Context: an optimization exercise on an open-source flow, tuned for small area and a short achievable clock period. The choices shown serve that exercise and are no tape-out recipe. RTL that was checked went through simulation tests only; none was proved equivalent to the original. For runs 3 to 5, only the layout was checked, not whether the RTL still works.

==> flow/design.v, too long to show whole: its modules and the start of the top module <==
// module ebd_sampler: 55 lines
// module ebd_div12: 6 lines
// module ebd_deriver: 23 lines
// module ebd_power: 17 lines
// module ebd_cmul_d12: 148 lines
// module ebd_cmul_i: 80 lines
// module ebd_cmul_vhg: 102 lines
// module ebd_cdiv_1000: 300 lines
// module ebd_umul: 317 lines
// module ebd_mfc: 221 lines
module ebd_mfc (
    input  wire        clk,
    input  wire        rst,
    output wire        adc_req,
    output wire [1:0]  adc_ch,
    input  wire        adc_done,
    input  wire [9:0]  adc_data,
    input  wire        btn_a,
    input  wire        btn_b,
    output wire [15:0] duty_out,
    output wire        load_en,
    output wire        fan_en,
    output wire        led,
    output wire        frame_valid,
    input  wire        disp_ack,
    input  wire        host_valid,
    input  wire        host_we,
    input  wire [3:0]  host_addr,
    input  wire [31:0] host_wdata,
    output reg  [31:0] host_rdata
);
  // ...
==> flow/run.sh <==
#!/bin/bash
# synth_recipe.tcl (not shown) runs the flow's synth.tcl, then flattens the netlist and writes it again
# the make line also repeats each setting of config.mk as NAME=value (left out here)
make -C /OpenROAD-flow-scripts/flow DESIGN_CONFIG=/design/flow/config.mk WORK_HOME=/design/flow/orfs CLKGATE_MAP_FILE= SYNTH_SCRIPT=/design/flow/synth_recipe.tcl finish
==> flow/config.mk <==
export PLATFORM = sky130hd
export DESIGN_NAME = ebd_mfc
export DESIGN_NICKNAME = ebd_mfc
export VERILOG_FILES = /design/flow/design.v
export SDC_FILE = /design/flow/constraint.sdc
export NUM_CORES = 4
export LEC_CHECK = 0
export CAP_MARGIN = 20
export CORE_MARGIN = 2
export CORE_UTILIZATION = 40
export SLEW_MARGIN = 20
==> flow/constraint.sdc <==
create_clock -name core_clock -period 70.0 [get_ports {clk}]
set_input_delay 14.0000 -clock core_clock [delete_from_list [all_inputs] [get_ports {clk}]]
set_output_delay 14.0000 -clock core_clock [all_outputs]
set_load 0.01 [all_outputs]
==> impl_metrics.toml, run 1 <==
[status]
status = "complete, no violations"

[global_route]
grt_pass1_vias = 26400

[cells_and_area]
insertedDiodeCount = 0
nClkBuffers = 80
design_area_um2 = 44300
fin_util_pct = 45.1

[worst_setup_path]
crit_chain = "clkdlybuf4s50_1 -> nand2b_1 -> nor3_2 -> buf_4 -> nand3_1 -> nand2_1 -> a21oi_1"
crit_family = "simple AND/OR/NAND/NOR gates"
crit_arrival_ns = 16.75
cp.depth = 7
critPathCaptureType = "flop"

[min_path]
min_from = "u_sampler.ring[251]"

[drt]
avgViaCountPerCell = 5.22
wirelength_um = 105000

[floorplan]
fp.dieArea_um2 = 102000
ioPinCount = 109
n_tap_cell = 1287

[synth]
yosys-mux-area-fraction_pct = 0.985
seq_area_frac_synth_pct = 39.4
yosys.area.top_type = "edfxtp_1"

[timing]
hold_viol = 0
tightest_slew_ns = 1.09
slew_headroom_pct = 26.9

[placement]
post-dp-hpwl_um = 79200
==> run 2, diff against run 1 <==
==> flow/flow/run.sh (new file) <==
#!/bin/bash
# The standard layout (the standard.sh, standard synthesis unchanged), with
# two changes to how it is made:
#  - the port buffers are buf_4 cells instead of the delay buffer buffer_ports
#    picks by default;
#  - the timing repair steps aim for a setup slack margin, so that they size
#    and buffer the longest paths instead of stopping at the 70 ns period.
# The constraints (constraint.sdc, the 70 ns clock) are the standard flow's, unchanged.
set -euo pipefail
export SETUP_SLACK_MARGIN=54.8
export BUFFER_PORTS_ARGS="-buffer_cell sky130_fd_sc_hd__buf_4"
bash standard.sh > standard.log 2>&1
==> flow/standard.sh (new file) <==
#!/bin/bash
# synth_recipe.tcl (not shown) runs the flow's synth.tcl, then flattens the netlist and writes it again
# the make line also repeats each setting of config.mk as NAME=value (left out here)
make -C /OpenROAD-flow-scripts/flow DESIGN_CONFIG=/design/flow/config.mk WORK_HOME=/design/flow/orfs CLKGATE_MAP_FILE= SYNTH_SCRIPT=/design/flow/synth_recipe.tcl "${@:-finish}"
removed: flow/run.sh
==> run 2 against run 1 <==
  * Synthesized area stayed put
  * Final cell count is 0.23% higher
  * Utilization is 0.23 points higher
  * Sequential cell count stayed put
  * Worst setup slack better by 1.0 ns
  * Clock skew is 0.0035 ns lower
  * Sequential share of layout area is 0.065 points higher
  * Register-to-register slack better by 0.48 ns
==> impl_metrics.toml, run 2 <==
[clocking]
numCtsBuffers = 61
clock_sinks = 589
cts_max_level = 2
clock_latency_ns = 0.66
cts-root-buf = "clkbuf_16"
clockBufferDepth = 3
cts_tree = "done"
cts.clk_slew.worst_paths_ns = 0.06
postCtsHoldBufs = 0

[cells_and_area]
syn_to_final_growth_pct = 12.4
insertedDiodeCount = 0
design_area_um2 = 44500
fin_nets = 4590
largest_register = "u_sampler.ring"
final_cell_mix = "inv_1 (617), edfxtp_1 (380), fa_1 (334)"
fin_util_pct = 45.3
largest_reg_flops = 360
drive_gt1_share_pct = 9.35
final_cells = 5212
layout_commonest_cell = "inv_1"

[synth]
ys.flop_type = "edfxtp_1"
yosys.area.top_type = "edfxtp_1"
ys_seq_elements = 589
seq_area_frac_synth_pct = 39.4
yosys_warnings = 3
synthesis.instances = 3758
synth_area_leaders = "edfxtp_1 (29%), fa_1 (17%), dfxtp_1 (11%)"
synth_common_cells = "inv_1 (618), edfxtp_1 (380), fa_1 (334)"
yosysUniqueCellTypes = 90
yosysMostFrequentCell = "inv_1"
synth_area_per_cell_um2 = 10.5
synth-edff-count = 380
synth.cell_area_um2 = 39600
async_flop_share_pct = 0
synth_top_area_share_pct = 28.8

[placement]
gp_congestion = 0.914
post-dp-hpwl_um = 76000
placed_cells = 5086
post-place-ws_ns = 53.60
port-buffer-count = 102
post_dp_cell_area_um2 = 42100

[worst_setup_path]
crit_fanout = 12
critPathCaptureType = "flop"
cp-start-kind = "input pin"
worstPathRequired_ns = 70.52
reg2reg_depth = 40
critPathKind = "in2reg"
crit_arrival_ns = 15.72

[drt]
drc = 0
avgViaCountPerCell = 5.22
firstDrtPassIters = 6
wirelength_um = 103000
num_vias = 27200
final_antenna_net_count = 0
drt_first_iter_violations = 2335
post_drt_wl_per_cell_um = 19.7

[floorplan]
ioPinCount = 109
die_h_um = 319
initial_utilization_pct = 40.3
coreArea_um2 = 98300
fp.dieW_um = 319
rows = 115
fp.dieArea_um2 = 102000

[global_route]
grt_max_degree = 173
grt_busiest_layer = "met2"
grt_pass1_vias = 26800
use_met2_pct = 30.9
grt_use_total_pct = 20.1
grt_pass1_wl_um = 158000
met3_usage_pct = 3.49
overflow = 0
met1_usage_pct = 28.8
antenna_found_initial = 4

[timing]
hold_viol = 0
skew_ns = 0.0342
clock.fmax_mhz = 65.8
fin_ws_ns = 54.80
rsz0062_at_grt = "yes"
min_period_over_period_pct = 21.7
tightest_slew_ns = 1.06
slew_headroom_pct = 28.8
setup_violations = 0
maxSlewViolCount = 0
layout_min_cycle_time_ns = 15.20
tns_ns = 0

[flow_run]
maxCapViolations = 0

[min_path]
hold_path_depth = 0
hold_path_class = "reg2reg"

[status]
status = "complete, no violations"
-- run 2: cell counts after synthesis --
Identical to the previous run, type by type.
-- run 2: timing repair --
action                                  4_1_cts  5_1_grt
endpoints found under the setup margin      190       59
endpoints found under the hold margin         0        0
buffers inserted                              7        5
resized for setup                            94       20
pin swaps                                     1        3
-- run 2: layout make-up --
type,instances,area (um^2)
Tap cell,1287,1610
Timing Repair Buffer,174,1430
Clock buffer,88,1720
Multi-Input combinational cell,2427,21400
Clock inverter,26,313
Fill cell,9269,53800
Inverter,621,2330
Sequential cell,589,15700
-- run 2: worst paths after layout --
check | from | end | slack [ns]
worst min register to register | u_sampler.ring[336] | u_sampler.ring[346] | 0.40
worst max-delay path | host_addr[3] | host_rdata[1] | 54.80
worst max register to register | voltage_r[15] | host_rdata[1] | 55.77
worst min-delay path | u_sampler.ring[336] | u_sampler.ring[346] | 0.40
-- run 2: routing by layer --
layer / wire, um / up-vias / part of all wire (%)
met1: 47600 / 13400 / 46
met5: 0 / - / 0
met3: 6590 / 167 / 6.4
met2: 45200 / 731 / 44
met4: 3300 / 0 / 3.2
li1: - / 12900 / -
-- run 2: cells by family after synthesis --
logic type	after synthesis	synth area share, %
compound gates	700	11.6
xor+xnor	124	2.78
fa+ha+maj	664	27.3
buf+inv	746	7.19
flops	589	39.4
mux	39	0.985
other cells	2	0.0190
simple gates	894	10.8
-- run 2: critical path, cell delays in order --
cell,delay (ns)
buf_4,0.20
nand2b_2,0.22
nor2_2,0.13
a32o_1,0.27
a221oi_1,0.30
o221ai_1,0.18
nor3_1,0.17
nor2_1,0.06
a21oi_1,0.13
nor2_1,0.05
-- run 2: per-stage QoR --
step,hold slack [ns]
floorplan,0.400
global placement,0.401
detailed placement,0.405
CTS,0.403
global route,0.412
finish,0.402
==> module ebd_deriver, before the edit <==
module ebd_deriver (
    input  wire        clk,
    input  wire [13:0] acc_true,   
    input  wire        p0,         
    input  wire        p1,         
    output wire [12:0] current,    
    output wire [15:0] voltage,    
    output wire        hg
);
    wire [9:0] m_new;
    ebd_div12 u_div (.a(acc_true), .q(m_new));
    reg [9:0] m_sh, m_lg;
    always @(posedge clk) begin
        if (p0) m_sh <= m_new;
        if (p1) m_lg <= m_new;
    end
    ebd_cmul_i u_i (.x(m_sh), .out(current));
    wire [15:0] v_hg;
    ebd_cmul_vhg u_vhg (.x(m_new), .out(v_hg));
    assign hg = (m_lg <= 10'd300);
    wire [15:0] v_lg = {2'd0, m_lg, 4'd0} + {4'd0, m_lg, 2'd0};
    assign voltage = hg ? v_hg : v_lg;
endmodule
==> module ebd_mfc, before the edit <==
module ebd_mfc (
    input  wire        clk,
    input  wire        rst,
    output wire        adc_req,
    output wire [1:0]  adc_ch,
    input  wire        adc_done,
    input  wire [9:0]  adc_data,
    input  wire        btn_a,
    input  wire        btn_b,
    output wire [15:0] duty_out,
    output wire        load_en,
    output wire        fan_en,
    output wire        led,
    output wire        frame_valid,
    input  wire        disp_ack,
    input  wire        host_valid,
    input  wire        host_we,
    input  wire [3:0]  host_addr,
    input  wire [31:0] host_wdata,
    output reg  [31:0] host_rdata
);
    localparam [2:0] PH_DERIVE    = 3'd3;
    localparam [2:0] PH_PROTECT   = 3'd4;
    localparam [2:0] PH_MODE      = 3'd5;
    localparam [2:0] PH_REGULATE  = 3'd6;
    localparam [2:0] PH_HANDOFF   = 3'd7;
    localparam [1:0] M_OFF = 2'd0;
    localparam [1:0] M_ON  = 2'd2;
    localparam [1:0] M_LVC = 2'd3;
    localparam [10:0] DUTY_OFF = 11'd1025;
    localparam [10:0] DUTY_MIN = 11'd300;
    localparam [10:0] DUTY_MAX = 11'd1000;
    reg [2:0]         phase;
    reg [12:0]        current_r;    
    reg [15:0]        voltage_r;    
    reg               hg_r;
    reg [10:0]        duty_r;
    reg [1:0]         mode_r;
    reg [1:0]         disp_mode_r;
    reg               last_ok_r;
    reg               pend_a_r;
    reg               pend_b_r;
    reg signed [31:0] target_r;
    reg signed [31:0] lvcut_r;
    reg               fan_r;
    wire [3:0]  cursor;
    wire [13:0] acc_sh, acc_lg, acc_hg, acc_true;
    wire        p0, p1;
    wire sampling  = (phase <= 3'd2);
    wire sample_ok = sampling & adc_done;
    wire advance   = sampling ? adc_done :
                     (phase == PH_HANDOFF) ? disp_ack : 1'b1;
    wire [2:0] phase_next = advance ? phase + 3'd1 : phase;
    reg        adc_req_r;
    reg        frame_valid_r;
    reg        load_en_r;
    assign adc_req     = adc_req_r;
    assign adc_ch      = phase[1:0];
    assign frame_valid = frame_valid_r;
    ebd_sampler u_sampler (
        .clk      (clk),
        .rst      (rst),
        .wr_en    (sample_ok),
        .wr_data  (adc_data),
        .phase    (phase),
        .cursor   (cursor),
        .acc_sh   (acc_sh),
        .acc_lg   (acc_lg),
        .acc_hg   (acc_hg),
        .acc_true (acc_true),
        .p0       (p0),
        .p1       (p1)
    );
    wire [12:0] d_current;
    wire [15:0] d_voltage;
    wire        d_hg;
    ebd_deriver u_deriver (
        .clk      (clk),
        .acc_true (acc_true),
        .p0       (p0),
        .p1       (p1),
        .current (d_current),
        .voltage (d_voltage),
        .hg      (d_hg)
    );
    wire [31:0] power;
    wire        power_hi;
    ebd_power u_power (
        .current (current_r),
        .voltage (voltage_r),
        .power   (power),
        .fan     (power_hi)
    );
    reg [1:0]  mp_mode;
    reg [1:0]  mp_disp;
    reg        mp_last_ok;
    reg        mp_force_off;
    always @(*) begin
        mp_mode      = mode_r;
        mp_disp      = disp_mode_r;
        mp_last_ok   = last_ok_r;
        mp_force_off = 1'b0;
        if (pend_a_r) begin
            if (mp_mode == M_ON) begin
                mp_mode      = M_OFF;
                mp_force_off = 1'b1;
                mp_last_ok   = 1'b1;
            end else if (mp_mode == M_OFF) begin
                mp_mode      = M_ON;
                mp_last_ok   = 1'b1;
            end else begin
                mp_last_ok   = 1'b0;
            end
        end
        if (pend_b_r) begin
            if (mp_mode == M_OFF) begin
                mp_disp      = mp_disp + 2'd1;
            end else if (mp_mode == M_LVC) begin
                mp_mode      = M_OFF;
                mp_last_ok   = 1'b1;
            end
        end
    end
    wire signed [31:0] cur_s = {19'd0, current_r};
    wire signed [31:0] vol_s = {{16{voltage_r[15]}}, voltage_r};
    always @(posedge clk) begin
        if (rst) begin
            phase       <= 3'd0;
            current_r   <= 13'd0;
            voltage_r   <= 16'd0;
            hg_r        <= 1'b0;
            duty_r      <= DUTY_OFF;
            mode_r      <= M_OFF;
            disp_mode_r <= 2'd0;
            last_ok_r   <= 1'b0;
            pend_a_r    <= 1'b0;
            pend_b_r    <= 1'b0;
            target_r    <= 32'sd1000;
            lvcut_r     <= 32'sd2000;
            fan_r       <= 1'b0;
            adc_req_r     <= 1'b1;
            frame_valid_r <= 1'b0;
            load_en_r     <= 1'b0;
        end else begin
            phase         <= phase_next;
            adc_req_r     <= (phase_next <= 3'd2);
            frame_valid_r <= (phase_next == PH_HANDOFF);
            pend_a_r <= btn_a | (pend_a_r & (phase != PH_MODE));
            pend_b_r <= btn_b | (pend_b_r & (phase != PH_MODE));
            case (phase)
                PH_DERIVE: begin
                    current_r <= d_current;
                    voltage_r <= d_voltage;
                    hg_r      <= d_hg;
                end
                PH_PROTECT: begin
                    fan_r <= power_hi;
                end
                PH_MODE: begin
                    mode_r      <= mp_mode;
                    load_en_r   <= (mp_mode == M_ON);
                    disp_mode_r <= mp_disp;
                    last_ok_r   <= mp_last_ok;
                    if (mp_force_off)
                        duty_r <= DUTY_OFF;
                end
                PH_REGULATE: begin
                    if (mode_r == M_ON) begin
                        if (vol_s < lvcut_r) begin
                            duty_r    <= DUTY_OFF;
                            mode_r    <= M_LVC;
                            load_en_r <= 1'b0;
                            last_ok_r <= 1'b1;
                        end else if (cur_s < target_r && duty_r > DUTY_MIN) begin
                            duty_r <= duty_r - 11'd1;
                        end else if (cur_s > target_r && duty_r < DUTY_MAX) begin
                            duty_r <= duty_r + 11'd1;
                        end
                    end
                end
                default: ;
            endcase
            if (host_valid && host_we) begin
                case (host_addr)
                    4'h1: target_r <= host_wdata;
                    4'h2: lvcut_r  <= host_wdata;
                    default: ;
                endcase
            end
        end
    end
    wire [31:0] status = {18'd0, phase, pend_b_r, pend_a_r, last_ok_r, 1'b1,
                          load_en_r, fan_r, hg_r, disp_mode_r, mode_r};
    reg  [31:0] rd_mux;
    always @(*) begin
        case (host_addr)
            4'h0: rd_mux = status;
            4'h1: rd_mux = target_r;
            4'h2: rd_mux = lvcut_r;
            4'h3: rd_mux = {21'd0, duty_r};
            4'h4: rd_mux = {19'd0, current_r};
            4'h5: rd_mux = vol_s;
            4'h6: rd_mux = power;
            4'h7: rd_mux = {28'd0, cursor};
            4'h8: rd_mux = {18'd0, acc_sh};
            4'h9: rd_mux = {18'd0, acc_lg};
            4'hA: rd_mux = {18'd0, acc_hg};
            default: rd_mux = 32'd0;
        endcase
    end
    always @(posedge clk) begin
        if (rst)
            host_rdata <= 32'd0;
        else if (host_valid && !host_we)
            host_rdata <= rd_mux;
    end
    assign duty_out = {5'd0, duty_r};
    assign load_en  = load_en_r;
    assign fan_en   = fan_r;
    assign led      = 1'b1;
endmodule
==> run 3, diff against run 2 <==
--- a/flow/design.v
+++ b/flow/design.v
@@ -64,40 +64,31 @@
     input  wire [13:0] acc_true,   
     input  wire        p0,         
     input  wire        p1,         
-    output wire [12:0] current,    
+    output reg  [9:0]  m_sh,       
     output wire [15:0] voltage,    
     output wire        hg
 );
     wire [9:0] m_new;
     ebd_div12 u_div (.a(acc_true), .q(m_new));
-    reg [9:0] m_sh, m_lg;
+    reg [9:0] m_lg;
     always @(posedge clk) begin
         if (p0) m_sh <= m_new;
         if (p1) m_lg <= m_new;
     end
-    ebd_cmul_i u_i (.x(m_sh), .out(current));
     wire [15:0] v_hg;
     ebd_cmul_vhg u_vhg (.x(m_new), .out(v_hg));
     assign hg = (m_lg <= 10'd300);
     wire [15:0] v_lg = {2'd0, m_lg, 4'd0} + {4'd0, m_lg, 2'd0};
     assign voltage = hg ? v_hg : v_lg;
 endmodule
-module ebd_power (
-    input  wire [12:0] current,
-    input  wire [15:0] voltage,
-    output wire [31:0] power,
-    output wire        fan        
+module ebd_unit (
+    input  wire [12:0] a,
+    input  wire [14:0] b,
+    output wire [27:0] u,
+    output wire [16:0] q
 );
-    wire        neg = voltage[15];
-    wire [5:0]  mag_n = ~voltage[5:0] + 6'd1;
-    wire [14:0] mag   = neg ? {9'd0, mag_n} : voltage[14:0];
-    wire [27:0] u;                                    
-    ebd_umul u_mul (.a(current), .b(mag), .out(u));
-    wire [16:0] q;                                    
+    ebd_umul u_mul (.a(a), .b(b), .out(u));
     ebd_cdiv_1000 u_div (.x(u[26:3]), .out(q));
-    wire [8:0]  qn = 9'd0 - {1'b0, q[7:0]};           
-    assign power = neg ? {{23{qn[8]}}, qn} : {15'd0, q};
-    assign fan   = ~neg & (u >= 28'd2501000);
 endmodule
 module ebd_cmul_d12 (x, out);
     input wire [13:0] x;
@@ -247,86 +238,6 @@
     wire [29:0] sum = ra + rb;
     assign out = sum[25:16];
 endmodule
-module ebd_cmul_i (x, out);
-    input wire [9:0] x;
-    output wire [12:0] out;
-    wire t1 = x[7] ^ ~x[3];
-    wire t2 = x[7] & ~x[3];
-    wire t3 = x[8] ^ ~x[4];
-    wire t4 = x[8] & ~x[4];
-    wire t5 = x[9] ^ ~x[5];
-    wire t6 = x[9] & ~x[5];
-    wire t7 = x[9] ^ ~x[5];
-    wire t8 = x[9] & ~x[5];
-    wire t9 = ~x[6] ^ x[3];
-    wire t10 = ~x[6] & x[3];
-    wire t11 = ~x[7] ^ x[4];
-    wire t12 = ~x[7] & x[4];
-    wire t13 = ~x[8] ^ x[5];
-    wire t14 = ~x[8] & x[5];
-    wire t15 = ~x[9] ^ x[6];
-    wire t16 = ~x[9] & x[6];
-    wire t17 = x[7] ^ x[5];
-    wire t18 = x[7] & x[5];
-    wire t19 = x[8] ^ x[6];
-    wire t20 = x[8] & x[6];
-    wire t21 = x[9] ^ x[7];
-    wire t22 = x[9] & x[7];
-    wire t23 = x[5] ^ ~x[1];
-    wire t24 = x[5] & ~x[1];
-    wire t25 = x[6] ^ ~x[2] ^ x[0];
-    wire t26 = (x[6] & ~x[2]) | (x[6] & x[0]) | (~x[2] & x[0]);
-    wire t27 = x[1] ^ 1'b1 ^ t1;
-    wire t28 = (x[1] & 1'b1) | (x[1] & t1) | (1'b1 & t1);
-    wire t29 = x[2] ^ t3 ^ t2;
-    wire t30 = (x[2] & t3) | (x[2] & t2) | (t3 & t2);
-    wire t31 = x[3] ^ t5 ^ t4;
-    wire t32 = (x[3] & t5) | (x[3] & t4) | (t5 & t4);
-    wire t33 = ~x[6] ^ x[4] ^ t6;
-    wire t34 = (~x[6] & x[4]) | (~x[6] & t6) | (x[4] & t6);
-    wire t35 = ~x[7] ^ x[5] ^ x[0];
-    wire t36 = (~x[7] & x[5]) | (~x[7] & x[0]) | (x[5] & x[0]);
-    wire t37 = ~x[8] ^ x[6] ^ x[1];
-    wire t38 = (~x[8] & x[6]) | (~x[8] & x[1]) | (x[6] & x[1]);
-    wire t39 = ~x[9] ^ x[7] ^ x[2];
-    wire t40 = (~x[9] & x[7]) | (~x[9] & x[2]) | (x[7] & x[2]);
-    wire t41 = x[8] ^ x[3] ^ 1'b1;
-    wire t42 = (x[8] & x[3]) | (x[8] & 1'b1) | (x[3] & 1'b1);
-    wire t43 = x[9] ^ x[4] ^ ~x[0];
-    wire t44 = (x[9] & x[4]) | (x[9] & ~x[0]) | (x[4] & ~x[0]);
-    wire t45 = x[5] ^ ~x[1];
-    wire t46 = x[5] & ~x[1];
-    wire t47 = x[6] ^ ~x[2];
-    wire t48 = x[6] & ~x[2];
-    wire t49 = x[7] ^ ~x[3] ^ x[0];
-    wire t50 = (x[7] & ~x[3]) | (x[7] & x[0]) | (~x[3] & x[0]);
-    wire t51 = x[8] ^ ~x[4] ^ x[1];
-    wire t52 = (x[8] & ~x[4]) | (x[8] & x[1]) | (~x[4] & x[1]);
-    wire t53 = x[2] ^ x[0] ^ t7;
-    wire t54 = (x[2] & x[0]) | (x[2] & t7) | (x[0] & t7);
-    wire t55 = x[1] ^ t9 ^ t8;
-    wire t56 = (x[1] & t9) | (x[1] & t8) | (t9 & t8);
-    wire t57 = x[2] ^ t11 ^ t10;
-    wire t58 = (x[2] & t11) | (x[2] & t10) | (t11 & t10);
-    wire t59 = x[3] ^ t13 ^ t12;
-    wire t60 = (x[3] & t13) | (x[3] & t12) | (t13 & t12);
-    wire t61 = x[4] ^ t15 ^ t14;
-    wire t62 = (x[4] & t15) | (x[4] & t14) | (t15 & t14);
-    wire t63 = 1'b1 ^ t17 ^ t16;
-    wire t64 = (1'b1 & t17) | (1'b1 & t16) | (t17 & t16);
-    wire t65 = 1'b1 ^ t19 ^ t18;
-    wire t66 = (1'b1 & t19) | (1'b1 & t18) | (t19 & t18);
-    wire t67 = 1'b1 ^ t21 ^ t20;
-    wire t68 = (1'b1 & t21) | (1'b1 & t20) | (t21 & t20);
-    wire t69 = x[8] ^ 1'b1 ^ t22;
-    wire t70 = (x[8] & 1'b1) | (x[8] & t22) | (1'b1 & t22);
-    wire t71 = x[9] ^ 1'b1;
-    wire t72 = x[9] & 1'b1;
-    wire [31:0] ra = {1'b1, 1'b1, t71, t69, t67, t65, t63, t61, t59, t57, t55, t53, t51, t49, t47, t45, t43, t41, t39, t37, t35, t33, t31, t29, t27, t25, 1'b1, x[4], x[3], x[2], x[1], x[0]};
-    wire [31:0] rb = {1'b0, t72, t70, t68, t66, t64, t62, t60, t58, t56, t54, t52, t50, t48, t46, t44, t42, t40, t38, t36, t34, t32, t30, t28, t26, t24, t23, ~x[0], 1'b1, 1'b0, 1'b0, 1'b0};
-    wire [31:0] sum = ra + rb;
-    assign out = sum[30:18];
-endmodule
 module ebd_cmul_vhg (x, out);
     input wire [9:0] x;
     output wire [15:0] out;
@@ -1119,7 +1030,7 @@
         .p0       (p0),
         .p1       (p1)
     );
-    wire [12:0] d_current;
+    wire [9:0]  m_sh;
     wire [15:0] d_voltage;
     wire        d_hg;
     ebd_deriver u_deriver (
@@ -1127,18 +1038,24 @@
         .acc_true (acc_true),
         .p0       (p0),
         .p1       (p1),
-        .current (d_current),
-        .voltage (d_voltage),
-        .hg      (d_hg)
-    );
-    wire [31:0] power;
-    wire        power_hi;
-    ebd_power u_power (
-        .current (current_r),
-        .voltage (voltage_r),
-        .power   (power),
-        .fan     (power_hi)
+        .m_sh     (m_sh),
+        .voltage  (d_voltage),
+        .hg       (d_hg)
     );
+    wire        derive  = (phase == PH_DERIVE);
+    wire        v_neg   = voltage_r[15];
+    wire [5:0]  v_mag_n = ~voltage_r[5:0] + 6'd1;
+    wire [14:0] v_mag   = v_neg ? {9'd0, v_mag_n} : voltage_r[14:0];
+    wire [12:0] unit_a  = derive ? 13'd4883 : current_r;
+    wire [14:0] unit_b  = derive ? {5'd0, m_sh} : v_mag;
+    wire [27:0] unit_u;
+    wire [16:0] unit_q;
+    ebd_unit u_unit (.a(unit_a), .b(unit_b), .u(unit_u), .q(unit_q));
+    wire [8:0]  qn        = 9'd0 - {1'b0, unit_q[7:0]};
+    wire [17:0] power_now = v_neg ? {{9{qn[8]}}, qn} : {1'b0, unit_q};
+    wire        power_hi  = ~v_neg & (unit_u >= 28'd2501000);    
+    reg  [17:0] power_r;    
+    wire [17:0] power     = (phase == PH_PROTECT) ? power_now : power_r;
     reg [1:0]  mp_mode;
     reg [1:0]  mp_disp;
     reg        mp_last_ok;
@@ -1175,6 +1092,7 @@
         if (rst) begin
             phase       <= 3'd0;
             current_r   <= 13'd0;
+            power_r     <= 18'd0;
             voltage_r   <= 16'd0;
             hg_r        <= 1'b0;
             duty_r      <= DUTY_OFF;
@@ -1197,12 +1115,13 @@
             pend_b_r <= btn_b | (pend_b_r & (phase != PH_MODE));
             case (phase)
                 PH_DERIVE: begin
-                    current_r <= d_current;
+                    current_r <= unit_q[12:0];
                     voltage_r <= d_voltage;
                     hg_r      <= d_hg;
                 end
                 PH_PROTECT: begin
-                    fan_r <= power_hi;
+                    fan_r   <= power_hi;
+                    power_r <= power_now;
                 end
                 PH_MODE: begin
                     mode_r      <= mp_mode;
@@ -1248,7 +1167,7 @@
             4'h3: rd_mux = {21'd0, duty_r};
             4'h4: rd_mux = {19'd0, current_r};
             4'h5: rd_mux = vol_s;
-            4'h6: rd_mux = power;
+            4'h6: rd_mux = {{14{power[17]}}, power};
             4'h7: rd_mux = {28'd0, cursor};
             4'h8: rd_mux = {18'd0, acc_sh};
             4'h9: rd_mux = {18'd0, acc_lg};
==> run 3 against run 2 <==
  * Critical path depth grew 1
  * Sequential share of layout area grew 1.0 points
  * Fmax shrank 0.11%
  * Global-route usage grew 0.79 points
  * Critical path type unchanged
  * Largest cell class unchanged
==> impl_metrics.toml, run 3 <==
[floorplan]
die_h_um = 316
fp.dieArea_um2 = 100000
initial_utilization_pct = 40.4
fp.dieW_um = 316
ioPinCount = 109
rows = 114
coreArea_um2 = 96700

[synth]
yosys.area.top_type = "edfxtp_1"
yosysUniqueCellTypes = 101
synth.cell_area_um2 = 39100
synthesis.instances = 3703
ys.flop_type = "edfxtp_1"
synth_area_per_cell_um2 = 10.5
synth_area_leaders = "edfxtp_1 (29%), fa_1 (16%), dfxtp_1 (12%)"
synth_top_area_share_pct = 29.2
synth_common_cells = "inv_1 (534), edfxtp_1 (380), nand2_1 (314)"
ys_seq_elements = 607
seq_area_frac_synth_pct = 40.9
synth-edff-count = 380
yosysMostFrequentCell = "inv_1"
async_flop_share_pct = 0
yosys_warnings = 3

[placement]
gp_congestion = 0.910
post_dp_cell_area_um2 = 41400
placed_cells = 4994
post-dp-hpwl_um = 76600
port-buffer-count = 102

[cells_and_area]
syn_to_final_growth_pct = 13.3
largest_reg_flops = 360
insertedDiodeCount = 0
largest_register = "u_sampler.ring"
fin_nets = 4476
drive_gt1_share_pct = 11.2
final_cell_mix = "inv_1 (533), edfxtp_1 (380), fa_1 (312)"
design_area_um2 = 44300
layout_commonest_cell = "inv_1"
final_cells = 5149
fin_util_pct = 45.8

[global_route]
overflow = 0
grt_use_total_pct = 20.9
grt_pass1_wl_um = 162000
grt_max_degree = 198
antenna_found_initial = 0
grt_pass1_vias = 27300

[drt]
drt_first_iter_violations = 2367
avgViaCountPerCell = 5.34
num_vias = 27500
post_drt_wl_per_cell_um = 20.4
firstDrtPassIters = 6
final_antenna_net_count = 0
drc = 0
wirelength_um = 105000

[worst_setup_path]
critPathKind = "in2reg"
cp-start-kind = "input pin"
crit_path_top_delay_cell = "a222oi_1"
critPathCaptureType = "flop"
crit_fanout = 6
crit_chain = "buf_12 -> or2_4 -> buf_8 -> nor3_4 -> buf_6 -> a222oi_1 -> nand2_1 -> a221o_1 -> a21oi_2 -> o31ai_1 -> a22o_1"
crit_arrival_ns = 15.71
cp_slowest_stage_delay_ns = 0.35
worstPathRequired_ns = 70.49

[clocking]
clock_sinks = 607
numCtsBuffers = 61
cts-root-buf = "clkbuf_16"
clockBufferDepth = 3
cts_tree = "done"
cts_max_level = 2
postCtsHoldBufs = 0
clock_latency_ns = 0.65
cts.clk_slew.worst_paths_ns = 0.06

[timing]
slew_headroom_pct = 14.6
min_period_over_period_pct = 21.7
hold_viol = 0
rsz0062_at_grt = "yes"
setup_violations = 0
tightest_slew_ns = 1.25
skew_ns = 0.0574
clock.fmax_mhz = 65.7
tns_ns = 0
maxSlewViolCount = 0
layout_min_cycle_time_ns = 15.22

[status]
status = "complete, no violations"

[min_path]
hold_path_class = "reg2reg"

[flow_run]
maxCapViolations = 0
[run 3: cell count changes in the layout (fill, tap and decap cells not counted), moves of 21 or more]
| cell | delta |
|---|---|
| a21o_1 | -21 |
| a21oi_1 | -29 |
| a22o_1 | +26 |
| and2_1 | -89 |
| and3_1 | +54 |
| fa_1 | -22 |
| ha_1 | -39 |
| inv_1 | -84 |
| nor2_1 | +88 |
| nor2b_1 | -30 |
[run 3: worst paths after layout]
path	start	endpoint	slack [ns]	cells past startpoint
worst max-delay path	host_addr[2]	host_rdata[11]	54.78	11
worst min-delay path	u_sampler.ring[41]	u_sampler.ring[51]	0.40	0
worst max register to register	phase[0]	host_rdata[11]	55.42	50
worst min register to register	u_sampler.ring[41]	u_sampler.ring[51]	0.40	0
[run 3: layout make-up]
| cell class | count | area, um^2 |
|---|---|---|
| Clock inverter | 43 | 493 |
| Inverter | 541 | 2040 |
| Sequential cell | 607 | 16100 |
| Tap cell | 1276 | 1600 |
| Multi-Input combinational cell | 2426 | 20900 |
| Timing Repair Buffer | 184 | 1590 |
| Clock buffer | 72 | 1610 |
| Fill cell | 9061 | 52400 |
[run 3: per-stage QoR]
step	hold WS (ns)	worst slack, ns
final	0.401	54.78
after global routing	0.417	54.69
after CTS	0.408	54.77
after detailed placement	0.405	53.50
after global placement	0.400	53.55
after floorplan	0.400	54.48
[run 3: cell families (layout without fill, tap and decap cells)]
kind of cell,count (synthesis),count (layout),synth area share (%)
AO/OA/AOI/OAI,704,704,12.0
XOR/XNOR,118,118,2.67
buffers and inverters,678,840,6.62
other,2,6,0.0192
adder cells (fa/ha/maj),603,603,25.3
AND/OR/NAND/NOR,935,939,11.0
multiplexers,56,56,1.48
flip-flops,607,607,40.9
[run 3: per-layer routing]
layer	up-vias	share of wire [%]	global-route usage, %	wire (um)
met1	13600	45	29.6	47400
met2	875	45	33.2	47500
met5	-	0	0	0
met3	152	7.3	3.75	7710
li1	12900	-	-	-
met4	0	2.5	4.97	2620
[run 3: critical path: cells and delay by family]
family | cells | cell delay, ns
AO/OA/AOI/OAI | 5 | 1.03
buffers and inverters | 3 | 0.37
AND/OR/NAND/NOR | 3 | 0.30
[run 3: timing repair]
action / 4_1_cts / 5_1_grt
endpoints found under the hold margin: 0 / 0
cloned: 4 / 2
setup endpoints to repair: 128 / 72
pin swaps: 5 / 5
resized for setup: 81 / 51
setup buffers: 15 / 19
==> module ebd_sampler, before the edit <==
module ebd_sampler (
    input  wire        clk,
    input  wire        rst,
    input  wire        wr_en,      
    input  wire [9:0]  wr_data,    
    input  wire [2:0]  phase,      
    output reg  [3:0]  cursor,
    output wire [13:0] acc_sh,     
    output wire [13:0] acc_lg,
    output wire [13:0] acc_hg,
    output wire [13:0] acc_true,   
    output wire        p0,         
    output wire        p1
);
    reg [359:0] ring;
    reg         full;       
    reg [9:0]   d_r;        
    reg         pend_r;     
    reg [13:0]  acc0, acc1, acc2;
    assign p0 = pend_r & (phase == 3'd1);
    assign p1 = pend_r & (phase == 3'd2);
    wire p2 = pend_r & (phase == 3'd3);
    wire [9:0]  old_val = full ? ring[359:350] : 10'd0;
    wire [13:0] acc_cur = (phase == 3'd1) ? acc0 : (phase == 3'd2) ? acc1 : acc2;
    assign acc_true = acc_cur - {4'd0, old_val} + {4'd0, d_r};
    assign acc_sh = p0 ? acc_true : acc0;
    assign acc_lg = p1 ? acc_true : acc1;
    assign acc_hg = p2 ? acc_true : acc2;
    always @(posedge clk) begin
        d_r <= wr_data;
        if (pend_r)
            ring <= {ring[349:0], d_r};
    end
    always @(posedge clk) begin
        if (rst) begin
            pend_r <= 1'b0;
            cursor <= 4'd0;
            full   <= 1'b0;
            acc0   <= 14'd0;
            acc1   <= 14'd0;
            acc2   <= 14'd0;
        end else begin
            pend_r <= wr_en;
            if (wr_en && phase == 3'd2)
                cursor <= (cursor == 4'd11) ? 4'd0 : cursor + 4'd1;
            if (p0) acc0 <= acc_true;
            if (p1) acc1 <= acc_true;
            if (p2) begin
                acc2 <= acc_true;
                if (cursor == 4'd0)
                    full <= 1'b1;
            end
        end
    end
endmodule
==> run 4, diff against run 3 <==
--- a/flow/design.v
+++ b/flow/design.v
@@ -5,27 +5,24 @@
     input  wire [9:0]  wr_data,    
     input  wire [2:0]  phase,      
     output reg  [3:0]  cursor,
-    output wire [13:0] acc_sh,     
-    output wire [13:0] acc_lg,
-    output wire [13:0] acc_hg,
+    output reg  [13:0] acc0,       
+    output reg  [13:0] acc1,
+    output reg  [13:0] acc2,
     output wire [13:0] acc_true,   
     output wire        p0,         
-    output wire        p1
+    output wire        p1,
+    output wire        p2
 );
     reg [359:0] ring;
     reg         full;       
     reg [9:0]   d_r;        
     reg         pend_r;     
-    reg [13:0]  acc0, acc1, acc2;
     assign p0 = pend_r & (phase == 3'd1);
     assign p1 = pend_r & (phase == 3'd2);
-    wire p2 = pend_r & (phase == 3'd3);
+    assign p2 = pend_r & (phase == 3'd3);
     wire [9:0]  old_val = full ? ring[359:350] : 10'd0;
     wire [13:0] acc_cur = (phase == 3'd1) ? acc0 : (phase == 3'd2) ? acc1 : acc2;
     assign acc_true = acc_cur - {4'd0, old_val} + {4'd0, d_r};
-    assign acc_sh = p0 ? acc_true : acc0;
-    assign acc_lg = p1 ? acc_true : acc1;
-    assign acc_hg = p2 ? acc_true : acc2;
     always @(posedge clk) begin
         d_r <= wr_data;
         if (pend_r)
@@ -1003,8 +1000,8 @@
     reg signed [31:0] lvcut_r;
     reg               fan_r;
     wire [3:0]  cursor;
-    wire [13:0] acc_sh, acc_lg, acc_hg, acc_true;
-    wire        p0, p1;
+    wire [13:0] acc0, acc1, acc2, acc_true;
+    wire        p0, p1, p2;
     wire sampling  = (phase <= 3'd2);
     wire sample_ok = sampling & adc_done;
     wire advance   = sampling ? adc_done :
@@ -1023,12 +1020,13 @@
         .wr_data  (adc_data),
         .phase    (phase),
         .cursor   (cursor),
-        .acc_sh   (acc_sh),
-        .acc_lg   (acc_lg),
-        .acc_hg   (acc_hg),
+        .acc0     (acc0),
+        .acc1     (acc1),
+        .acc2     (acc2),
         .acc_true (acc_true),
         .p0       (p0),
-        .p1       (p1)
+        .p1       (p1),
+        .p2       (p2)
     );
     wire [9:0]  m_sh;
     wire [15:0] d_voltage;
@@ -1054,8 +1052,11 @@
     wire [8:0]  qn        = 9'd0 - {1'b0, unit_q[7:0]};
     wire [17:0] power_now = v_neg ? {{9{qn[8]}}, qn} : {1'b0, unit_q};
     wire        power_hi  = ~v_neg & (unit_u >= 28'd2501000);    
-    reg  [17:0] power_r;    
-    wire [17:0] power     = (phase == PH_PROTECT) ? power_now : power_r;
+    reg  [17:0] power_r;
+    always @(posedge clk)
+        if (!derive)
+            power_r <= power_now;
+    wire [17:0] power     = derive ? power_r : power_now;
     reg [1:0]  mp_mode;
     reg [1:0]  mp_disp;
     reg        mp_last_ok;
@@ -1086,13 +1087,19 @@
             end
         end
     end
-    wire signed [31:0] cur_s = {19'd0, current_r};
     wire signed [31:0] vol_s = {{16{voltage_r[15]}}, voltage_r};
+    wire        t_neg  = target_r[31];
+    wire        t_big  = ~t_neg & (|target_r[30:13]);           
+    wire        t_fit  = ~t_neg & ~(|target_r[30:13]);          
+    wire        cur_lt = t_big | (t_fit & (current_r < target_r[12:0]));
+    wire        cur_gt = t_neg | (t_fit & (current_r > target_r[12:0]));
+    wire        l_pos  = ~lvcut_r[31] & (|lvcut_r[30:15]);      
+    wire        l_fit  = (lvcut_r[31:15] == 17'd0) | (lvcut_r[31:15] == 17'h1ffff);
+    wire        vol_lt = l_pos | (l_fit & ($signed(voltage_r) < $signed(lvcut_r[15:0])));
     always @(posedge clk) begin
         if (rst) begin
             phase       <= 3'd0;
             current_r   <= 13'd0;
-            power_r     <= 18'd0;
             voltage_r   <= 16'd0;
             hg_r        <= 1'b0;
             duty_r      <= DUTY_OFF;
@@ -1121,7 +1128,6 @@
                 end
                 PH_PROTECT: begin
                     fan_r   <= power_hi;
-                    power_r <= power_now;
                 end
                 PH_MODE: begin
                     mode_r      <= mp_mode;
@@ -1133,14 +1139,14 @@
                 end
                 PH_REGULATE: begin
                     if (mode_r == M_ON) begin
-                        if (vol_s < lvcut_r) begin
+                        if (vol_lt) begin
                             duty_r    <= DUTY_OFF;
                             mode_r    <= M_LVC;
                             load_en_r <= 1'b0;
                             last_ok_r <= 1'b1;
-                        end else if (cur_s < target_r && duty_r > DUTY_MIN) begin
+                        end else if (cur_lt && duty_r > DUTY_MIN) begin
                             duty_r <= duty_r - 11'd1;
-                        end else if (cur_s > target_r && duty_r < DUTY_MAX) begin
+                        end else if (cur_gt && duty_r < DUTY_MAX) begin
                             duty_r <= duty_r + 11'd1;
                         end
                     end
@@ -1158,23 +1164,20 @@
     end
     wire [31:0] status = {18'd0, phase, pend_b_r, pend_a_r, last_ok_r, 1'b1,
                           load_en_r, fan_r, hg_r, disp_mode_r, mode_r};
-    reg  [31:0] rd_mux;
-    always @(*) begin
-        case (host_addr)
-            4'h0: rd_mux = status;
-            4'h1: rd_mux = target_r;
-            4'h2: rd_mux = lvcut_r;
-            4'h3: rd_mux = {21'd0, duty_r};
-            4'h4: rd_mux = {19'd0, current_r};
-            4'h5: rd_mux = vol_s;
-            4'h6: rd_mux = {{14{power[17]}}, power};
-            4'h7: rd_mux = {28'd0, cursor};
-            4'h8: rd_mux = {18'd0, acc_sh};
-            4'h9: rd_mux = {18'd0, acc_lg};
-            4'hA: rd_mux = {18'd0, acc_hg};
-            default: rd_mux = 32'd0;
-        endcase
-    end
+    wire [15:0] rd_sel = 16'd1 << host_addr;
+    wire [31:0] rd_mux = ({32{rd_sel[0]}}  & status)
+                       | ({32{rd_sel[1]}}  & target_r)
+                       | ({32{rd_sel[2]}}  & lvcut_r)
+                       | ({32{rd_sel[3]}}  & {21'd0, duty_r})
+                       | ({32{rd_sel[4]}}  & {19'd0, current_r})
+                       | ({32{rd_sel[5]}}  & vol_s)
+                       | ({32{rd_sel[6]}}  & {{14{power[17]}}, power})
+                       | ({32{rd_sel[7]}}  & {28'd0, cursor})
+                       | ({32{rd_sel[8]  & ~p0}} & {18'd0, acc0})
+                       | ({32{rd_sel[9]  & ~p1}} & {18'd0, acc1})
+                       | ({32{rd_sel[10] & ~p2}} & {18'd0, acc2})
+                       | ({32{rd_sel[8] & p0 | rd_sel[9] & p1 | rd_sel[10] & p2}}
+                          & {18'd0, acc_true});
     always @(posedge clk) begin
         if (rst)
             host_rdata <= 32'd0;
--- a/flow/flow/run.sh
+++ b/flow/flow/run.sh
@@ -7,6 +7,7 @@
 #    and buffer the longest paths instead of stopping at the 70 ns period.
 # The constraints (constraint.sdc, the 70 ns clock) are the standard flow's, unchanged.
 set -euo pipefail
-export SETUP_SLACK_MARGIN=54.8
+export SETUP_SLACK_MARGIN=55.0
+export CTS_CLUSTER_SIZE=24
 export BUFFER_PORTS_ARGS="-buffer_cell sky130_fd_sc_hd__buf_4"
 bash standard.sh > standard.log 2>&1
==> run 4 against run 3 <==
  * Critical endpoint is now host_rdata[2]
  * Cell area down 0.50%
  * First-iteration DRC count increased by 7.6%
  * Die area is 1.9% lower
  * Synthesized cell count fell by 2.4%
  * Synthesized area is 1.9% lower
  * Via count shrank 2.0%
  * Clock skew shrank 0.0014 ns
  * Worst setup slack lost 0.0051 ns
  * Critical path depth decreased by 10
==> impl_metrics.toml, run 4 <==
[status]
status = "complete, no violations"

[global_route]
overflow = 0
grt_pass1_wl_um = 158000
grt_pass1_vias = 26400
grt_max_degree = 97
antenna_found_initial = 1
grt_use_total_pct = 20.7

[synth]
synth_common_cells = "inv_1 (535), edfxtp_1 (380), nand2_1 (372)"
synth_area_per_cell_um2 = 10.6
synthesis.instances = 3613
yosys.area.top_type = "edfxtp_1"
synth-edff-count = 380
ys_seq_elements = 607
synth_top_area_share_pct = 29.8
yosysUniqueCellTypes = 92
synth.cell_area_um2 = 38300
async_flop_share_pct = 0
ys.flop_type = "edfxtp_1"
yosys_warnings = 3
seq_area_frac_synth_pct = 41.7
yosysMostFrequentCell = "inv_1"
synth_area_leaders = "edfxtp_1 (30%), fa_1 (17%), dfxtp_1 (12%)"

[worst_setup_path]
crit_path_top_delay_cell = "dfxtp_4"
cp-start-kind = "flop"
reg2reg_depth = 50
r2r_slack_ns = 55.81
cp.depth = 1
crit_arrival_ns = 1.23
cp_slowest_stage_delay_ns = 0.43
worstPathRequired_ns = 56.00
crit_start = "host_rdata[2]"
critPathKind = "reg2out"
critPathCaptureType = "output pin"
crit_fanout = 2
worst-path-buf-inv = 1
crit_family = "flip-flops"
crit_end = "host_rdata[2]"
crit_chain = "buf_6"
r2r-start = "phase[1]"
reg2reg_to = "host_rdata[14]"

[timing]
tightest_slew_ns = 1.16
tns_ns = 0
clock.fmax_mhz = 65.7
rsz0062_at_grt = "yes"
maxSlewViolCount = 0
layout_min_cycle_time_ns = 15.23
slew_headroom_pct = 22.5
setup_violations = 0
hold_viol = 0
min_period_over_period_pct = 21.8
skew_ns = 0.0560

[cells_and_area]
design_area_um2 = 44000
insertedDiodeCount = 0
drive_gt1_share_pct = 12.2
final_cell_mix = "inv_1 (535), edfxtp_1 (380), nand2_1 (371)"
fin_nets = 4395
layout_commonest_cell = "inv_1"
largest_register = "u_sampler.ring"
syn_to_final_growth_pct = 15.0
largest_reg_flops = 360

[floorplan]
fp.dieW_um = 313
die_h_um = 313
initial_utilization_pct = 40.3
fp.dieArea_um2 = 98300
coreArea_um2 = 95000
rows = 113
ioPinCount = 109

[placement]
post-dp-hpwl_um = 74600
post_dp_cell_area_um2 = 40700
gp_congestion = 0.904
port-buffer-count = 102

[drt]
num_vias = 26900
avgViaCountPerCell = 5.31
drc = 0
final_antenna_net_count = 0
wirelength_um = 102000
post_drt_wl_per_cell_um = 20.2
firstDrtPassIters = 8
drt_first_iter_violations = 2547

[clocking]
cts_max_level = 2
cts-root-buf = "clkbuf_16"
clock_latency_ns = 0.65
numCtsBuffers = 60
clock_sinks = 607
clockBufferDepth = 3
cts.clk_slew.worst_paths_ns = 0.07
cts_tree = "done"

[flow_run]
maxCapViolations = 0

[min_path]
hold_path_class = "reg2reg"
min_from = "u_sampler.ring[138]"
run 4: logic make-up (layout without fill, tap and decap cells):
| family | Yosys count | count (layout) | share of synthesized area, % |
|---|---|---|---|
| xor gates and xnor gates | 114 | 114 | 2.68 |
| AOI/OAI and AO/OA | 707 | 707 | 12.2 |
| buffers and inverters | 674 | 862 | 6.71 |
| other | 2 | 6 | 0.0196 |
| adders and majority gates | 586 | 586 | 25.4 |
| and+or+nand+nor | 897 | 899 | 10.7 |
| muxes | 26 | 26 | 0.689 |
| DFF | 607 | 607 | 41.7 |
run 4: timing repair:
item	CTS	global route
endpoints found under the setup margin	204	176
cloned	1	5
hold buffers	0	0
resized for setup	152	44
buffers inserted	29	28
pin swaps	6	24
run 4: cell type report:
cell class	instances	area (um^2)
Clock buffer	87	1780
Clock inverter	26	340
Fill cell	8885	51000
Inverter	538	2030
Multi-Input combinational cell	2338	20200
Sequential cell	607	16100
Tap cell	1265	1580
Timing Repair Buffer	211	2020
run 4: how the worst min path moves through the flow:
stage,to,slack (ns),depth (start not counted)
5_1_grt,u_sampler.ring[53],0.42,0
4_1_cts,u_sampler.ring[148],0.41,0
3_3_place_gp,u_sampler.ring[86],0.40,0
6_report,u_sampler.ring[148],0.41,0
2_1_floorplan,u_sampler.ring[100],0.40,0
3_5_place_dp,u_sampler.ring[126],0.40,0
run 4: routing by layer:
metal,vias to the layer above,part of all wire (%),track usage [%]
li1,12600,-,-
met1,13300,46,30.6
met2,915,44,32.0
met3,154,6.9,2.92
met4,0,2.3,4.87
met5,-,0,0
run 4: stage by stage:
step                utilization, %  cells  setup slack, ns  hold slack (ns)
floorplan                        -   3617            54.66            0.400
global placement              42.8   4895            53.96            0.401
detailed placement            42.8   4896            53.92            0.405
CTS                           45.8   5039            54.75            0.407
global route                  46.4   5072            54.75            0.419
finish                        46.4   5072            54.77            0.408
==> run 5, diff against run 4 <==
--- a/flow/flow/run.sh
+++ b/flow/flow/run.sh
@@ -7,7 +7,6 @@
 #    and buffer the longest paths instead of stopping at the 70 ns period.
 # The constraints (constraint.sdc, the 70 ns clock) are the standard flow's, unchanged.
 set -euo pipefail
-export SETUP_SLACK_MARGIN=55.0
-export CTS_CLUSTER_SIZE=24
+export SETUP_SLACK_MARGIN=54.8
 export BUFFER_PORTS_ARGS="-buffer_cell sky130_fd_sc_hd__buf_4"
 bash standard.sh > standard.log 2>&1
==> run 5 against run 4 <==
  * Register-to-register slack worse by 0.12 ns
  * Sequential cell count unchanged
  * Via count about the same
==> impl_metrics.toml, run 5 <==
[worst_setup_path]
worst-path-buf-inv = 1
r2r_slack_ns = 55.69
worstPathRequired_ns = 56.00
crit_fanout = 2
critPathCaptureType = "output pin"
crit_path_top_delay_cell = "dfxtp_4"
cp-start-kind = "flop"
cp_slowest_stage_delay_ns = 0.44
crit_chain = "buf_6"
crit_family = "flip-flops"
crit_arrival_ns = 1.23
critPathKind = "reg2out"
reg2reg_to = "host_rdata[9]"
r2r-start = "phase[2]"
reg2reg_depth = 46

[clocking]
cts.clk_slew.worst_paths_ns = 0.07
clock_latency_ns = 0.66
cts_tree = "done"
cts-root-buf = "clkbuf_16"
clockBufferDepth = 3
clock_sinks = 607
numCtsBuffers = 60
cts_max_level = 2

[cells_and_area]
syn_to_final_growth_pct = 12.5
fin_nets = 4360
layout_commonest_cell = "inv_1"
largest_reg_flops = 360
largest_register = "u_sampler.ring"
seqCellArea_um2 = 16100
drive_gt1_share_pct = 10.6
n_fill_cell = 8926
insertedDiodeCount = 0
final_cell_mix = "inv_1 (535), edfxtp_1 (380), nand2_1 (371)"
multi_input_area_um2 = 20100

[timing]
min_period_over_period_pct = 21.8
tightest_slew_ns = 1.04
rsz0062_at_grt = "yes"
slew_headroom_pct = 29.9
tns_ns = 0
hold_viol = 0
timing.hold.ws_ns = 0.401
clock.fmax_mhz = 65.6
setup_violations = 0
layout_min_cycle_time_ns = 15.23
maxSlewViolCount = 0
skew_ns = 0.0846

[synth]
ys.flop_type = "edfxtp_1"
seq_area_frac_synth_pct = 41.7
synth.cell_area_um2 = 38300
synth_top_area_share_pct = 29.8
async_flop_share_pct = 0
synth_area_per_cell_um2 = 10.6
yosysMostFrequentCell = "inv_1"
ys_seq_elements = 607
yosysUniqueCellTypes = 92
synth-edff-count = 380
synth_common_cells = "inv_1 (535), edfxtp_1 (380), nand2_1 (372)"
yosys_warnings = 3
yosys.area.top_type = "edfxtp_1"
synthesis.instances = 3613
synth_area_leaders = "edfxtp_1 (30%), fa_1 (17%), dfxtp_1 (12%)"

[floorplan]
rows = 113
initial_utilization_pct = 40.3
ioPinCount = 109
die_h_um = 313
coreArea_um2 = 95000
fp.dieArea_um2 = 98300
fp.dieW_um = 313

[min_path]
hold_path_depth = 0
min_from = "u_sampler.ring[250]"
hold_end = "u_sampler.ring[260]"
hold_path_class = "reg2reg"

[global_route]
grt_max_degree = 86
grt_pass1_vias = 26400
grt_pass1_wl_um = 157000
overflow = 0
grt_use_total_pct = 20.6
antenna_found_initial = 2

[drt]
wirelength_um = 101000
firstDrtPassIters = 6
drt_first_iter_violations = 2418
post_drt_wl_per_cell_um = 20.1
num_vias = 26900
final_antenna_net_count = 0
avgViaCountPerCell = 5.34
drc = 0

[placement]
port-buffer-count = 102
gp_congestion = 0.912
post-dp-hpwl_um = 74800

[flow_run]
maxCapViolations = 0

[status]
status = "complete, no violations"
run 5: metal layers:
layer | up-vias | share of wire [%] | track usage (%) | wire length (um)
met1 | 13400 | 47 | 30.9 | 47600
li1 | 12500 | - | - | -
met4 | 4 | 2.3 | 4.87 | 2280
met2 | 839 | 44 | 31.4 | 44700
met3 | 161 | 6.4 | 3.02 | 6440
met5 | - | 0.027 | 0 | 27
run 5: layout make-up:
class	instances	share of cell area [%]
clock buffers	79	3.81
clock inverters	32	0.688
inverters	538	4.70
multi-input cells	2337	46.6
flip-flops and latches	607	37.3
well taps	1265	3.67
repair buffers	177	3.26
run 5: cell families (layout without fill, tap and decap cells):
group                      Yosys count  in the layout  share of synthesized area [%]
and+or+nand+nor                    897            898                           10.7
buffers and inverters              674            826                           6.71
adders and majority gates          586            586                           25.4
muxes                               26             26                          0.689
DFF                                607            607                           41.7
other                                2              6                         0.0196
AOI/OAI and AO/OA                  707            707                           12.2
xor gates and xnor gates           114            114                           2.68
run 5: timing repair:
item | CTS | global route
endpoints found under the setup margin | 128 | 124
hold buffers | 0 | 0
setup buffers | 14 | 12
gates cloned | 1 | 0
pin swaps | 0 | 4
resized for setup | 74 | 22
run 5: worst max path at each step:
stage | startpoint | endpoint | slack, ns | cells past startpoint
6_report | host_rdata[2] | host_rdata[2] | 54.77 | 1
2_1_floorplan | host_addr[3] | host_rdata[11] | 54.66 | 8
3_5_place_dp | rst | duty_r[6] | 53.81 | 6
3_3_place_gp | rst | duty_r[9] | 53.89 | 6
4_1_cts | duty_r[7] | duty_out[7] | 54.74 | 1
5_1_grt | host_rdata[2] | host_rdata[2] | 54.75 | 1
run 5: metrics by stage:
step	setup WS (ns)	instances	cell area [um^2]	utilization [%]
5_1_grt	54.75	5035	43100	45.3
3_5_place_dp	53.81	4897	40700	42.8
2_1_floorplan	54.66	3617	38600	-
6_report	54.77	5035	43100	45.3
4_1_cts	54.74	5023	42900	45.1
3_3_place_gp	53.89	4897	40700	42.8

==> re-timing with driven ports <==
In the flow no input, the clock included, has a driving cell. The finished layouts below were timed again as built, in two steps. Step 1 assumes that a clkbuf_16 drives the clock port and a buf_2 every other input. Step 2 times the ports against the registers' clock, not the clock port: input delays grow and output delays shrink by t, the midpoint of the rising clock arrivals with the driver on. Slacks: no drivers / after step 1 / after step 2; pairs: no drivers / after step 1.
| run | t, ns | setup slack, ns | worst setup path at the end | clock arrival spread, ns |
|---|---|---|---|---|
| run 1 | 0.724 | 53.763 / 53.796 / 53.072 | input to register | 0.038 / 0.038 |
| run 2 | 0.705 | 54.796 / 54.747 / 54.112 | input to register | 0.041 / 0.041 |
| run 3 | 0.679 | 54.780 / 54.732 / 54.077 | input to register | 0.057 / 0.057 |
| run 4 | 0.688 | 54.775 / 54.711 / 54.159 | input to register | 0.056 / 0.057 |
| run 5 | 0.678 | 54.768 / 54.702 / 54.109 | input to register | 0.085 / 0.085 |
After both steps setup and hold are still met in every run listed. The setup slack of run 3, which loses most, moves by -0.048 ns with the drivers and by -0.703 ns with both steps.
